This is an optimization exercise on Yosys and OpenROAD, whose aim is small area, not a production implementation.

==> lagoon <==
==> flow/design.v (excerpt) <==
module pmu_engine (
    input             clk,
    input             rst,         
    input             cmd_we,      
    input      [31:0] cmd_in,
    input             arg_we,      
    input      [31:0] arg_in,
    input      [3:0]  dbuf_we,     
    input      [31:0] dbuf_in,     
    output     [7:0]  status,
    output     [7:0]  seq_pc,
    output     [95:0] res,
    output     [31:0] dbuf,
    output reg        bus_req,
    output reg        bus_we,
    output reg [7:0]  bus_addr,
    output reg [2:0]  bus_len,
    output reg [31:0] bus_wdata,   
    input             bus_ack,
    input             bus_err,
    input      [31:0] bus_rdata,   
    output reg        slp_req,
    input             slp_ack
);
    localparam [7:0] OP_RDREG   = 8'h01, OP_WRREG   = 8'h02,
                     OP_RDBIT   = 8'h10, OP_SETBIT  = 8'h11,
                     OP_RDFLD   = 8'h12, OP_WRFLD   = 8'h13,
                     OP_DEC8    = 8'h20, OP_DEC12   = 8'h21,
                     OP_DEC13   = 8'h22, OP_DEC16   = 8'h23,
                     OP_DEC24   = 8'h24, OP_DEC32   = 8'h25,
  ...
==> flow/config.mk <==
export PLATFORM = sky130hd
export DESIGN_NAME = pmu_engine
export DESIGN_NICKNAME = pmu_engine
export VERILOG_FILES = /design/flow/design.v
export SDC_FILE = /design/flow/constraint.sdc
export NUM_CORES = 4
export LEC_CHECK = 0
export ABC_AREA = 1
export CAP_MARGIN = 20
export CORE_MARGIN = 2
export CORE_UTILIZATION = 40
export PLACE_DENSITY = 0.6
export SLEW_MARGIN = 20
==> flow/constraint.sdc <==
create_clock -name core_clock -period 30.0 [get_ports {clk}]
set_input_delay 6.0000 -clock core_clock [delete_from_list [all_inputs] [get_ports {clk}]]
set_output_delay 6.0000 -clock core_clock [all_outputs]
set_load 0.01 [all_outputs]
standard.sh (not shown) runs the stock make flow with config.mk's settings and CLKGATE_MAP_FILE= SYNTH_SCRIPT=/design/flow/synth_recipe.tcl, a recipe that flattens the netlist after the stock synthesis.
==> flow/flow/run.sh <==
#!/bin/bash
# Standard layout, with the smallest buffer cell for the port buffers and a
# flatter clock tree without dummy loads. Each tool's output goes to its own
# log file in this folder (ORFS keeps its per-step logs under orfs/logs).
set -euo pipefail
bash standard.sh \
  "BUFFER_PORTS_ARGS=-buffer_cell sky130_fd_sc_hd__buf_1" \
  "CTS_ARGS=-repair_clock_nets -buf_list sky130_fd_sc_hd__clkbuf_16 -sink_clustering_size 30 -sink_clustering_max_diameter 100 -dont_use_dummy_load" \
  finish > orfs_make.log 2>&1
==> inputs of tundra, as changes to lagoon <==
--- a/flow/flow/run.sh
+++ b/flow/flow/run.sh
@@ -5,5 +5,5 @@
 set -euo pipefail
 bash standard.sh \
   "BUFFER_PORTS_ARGS=-buffer_cell sky130_fd_sc_hd__buf_1" \
-  "CTS_ARGS=-repair_clock_nets -buf_list sky130_fd_sc_hd__clkbuf_16 -sink_clustering_size 30 -sink_clustering_max_diameter 100 -dont_use_dummy_load" \
+  "CTS_ARGS=-repair_clock_nets -buf_list sky130_fd_sc_hd__clkbuf_8 -sink_clustering_size 16 -sink_clustering_max_diameter 60 -dont_use_dummy_load" \
   finish > orfs_make.log 2>&1
==> inputs of umber, as changes to lagoon <==
==> flow/flow/run.sh (replaced) <==
#!/bin/bash
# Own layout flow: the standard ORFS flow with three changes.
#  1. Synthesis: the standard synthesis script (synth_recipe.tcl, via standard.sh) with an
#     area-oriented ABC script and without full-adder extraction. The registers are mapped
#     before ABC runs, so they are the standard synthesis's registers.
#  2. Port buffers use the smallest buffer cell (every port is still buffered).
#  3. Clock tree: clkbuf_8 buffers in small clusters, no dummy loads.
# Each tool's output goes to a log file of its own in this folder; ORFS also keeps its
# per-step logs under orfs/logs.
set -euo pipefail
here=$(pwd)
rm -rf "$here/synth_scripts"
cp -r "$FLOW_HOME/scripts" "$here/synth_scripts"
cp "$here/flow/abc_area.script" "$here/synth_scripts/abc_area.script"
bash standard.sh "SCRIPTS_DIR=$here/synth_scripts" "ADDER_MAP_FILE=" synth > synth.log 2>&1
bash standard.sh \
  "BUFFER_PORTS_ARGS=-buffer_cell sky130_fd_sc_hd__buf_1" \
  "CTS_ARGS=-repair_clock_nets -buf_list sky130_fd_sc_hd__clkbuf_8 -sink_clustering_enable -sink_clustering_size 12 -sink_clustering_max_diameter 50 -dont_use_dummy_load" \
  finish > pnr.log 2>&1
==> flow/flow/abc_area.script (new file) <==
strash
dch -f
amap
mfs2
strash
dch -f
amap
mfs2
strash
dch -f
amap
topo
==> results.cfg <==
[power_and_ir_drop]
p_clk_mw = 0.197

[sta]
hold_slack_ns = 0.4466

[synthesis]
synthTopCellsByCount = nand2_1, nor2_1, inv_1, o21ai_0, edfxtp_1

[clock_network]
clk_pin_slew_ns = 0.08

[outcome]
status = complete, no violations
Source of the figures above: lagoon

==> results.cfg <==
[clock_network]
clk_pin_slew_ns = 0.09

[outcome]
status = complete, no violations

[synthesis]
synthTopCellsByCount = nor2_1, clkinv_1, edfxtp_1, nand2_1, a21oi_1

[sta]
hold_slack_ns = 0.4276

[setup_path]
start_kind = flop
Source of the figures above: umber

==> results.cfg <==
[outcome]
status = complete, no violations

[setup_path]
max_stage_delay_ns = 0.93
critical_path.max_fanout = 22
r2r_setup_slack_ns = 22.61

[sta]
finalClockSkew_ns = 0.05080
hold_slack_ns = 0.4530

[die]
num_tap_cells = 511

[power_and_ir_drop]
maxPowerGroup = combinational logic

[clock_network]
cts_made_buffers = 17

[synthesis]
synthTopCellsByCount = nand2_1, nor2_1, inv_1, o21ai_0, edfxtp_1

[global_route]
use_met2_pct = 47.54
Source of the figures above: tundra

No run of this note included a check of the RTL's function; only the layout flow was run.

## port drivers added, routing unchanged
The flow's constraints put no driver on any port. The routed layouts listed below were extracted and timed again, unchanged, in two steps.
Step 1 assumes that a clkbuf_16 drives the clock port and a buf_2 every other input.
Step 2 adds t to the input delays and takes it off the output delays; t is the mean of the earliest and latest rising clock arrival at the registers after step 1. Input paths then give back, and output paths get back, about the clock's delay inside the block.
Three values: no drivers, after step 1, after step 2; two values: the first two.
| run | t, ns | setup WS [ns] | worst hold slack (ns) | worst data-port slew with drivers (ns) | cell pins on the clock port's net |
|---|---|---|---|---|---|
| lagoon | 0.500 | 19.308 / 19.251 / 19.752 | 0.447 / 0.447 / 0.447 | 0.05 | 1 |
| tundra | 0.534 | 19.269 / 19.218 / 19.751 | 0.453 / 0.453 / 0.453 | 0.05 | 1 |
| umber | 0.554 | 15.575 / 15.523 / 16.077 | 0.428 / 0.428 / 0.428 | 0.06 | 1 |
After both steps every run listed still meets setup and hold.
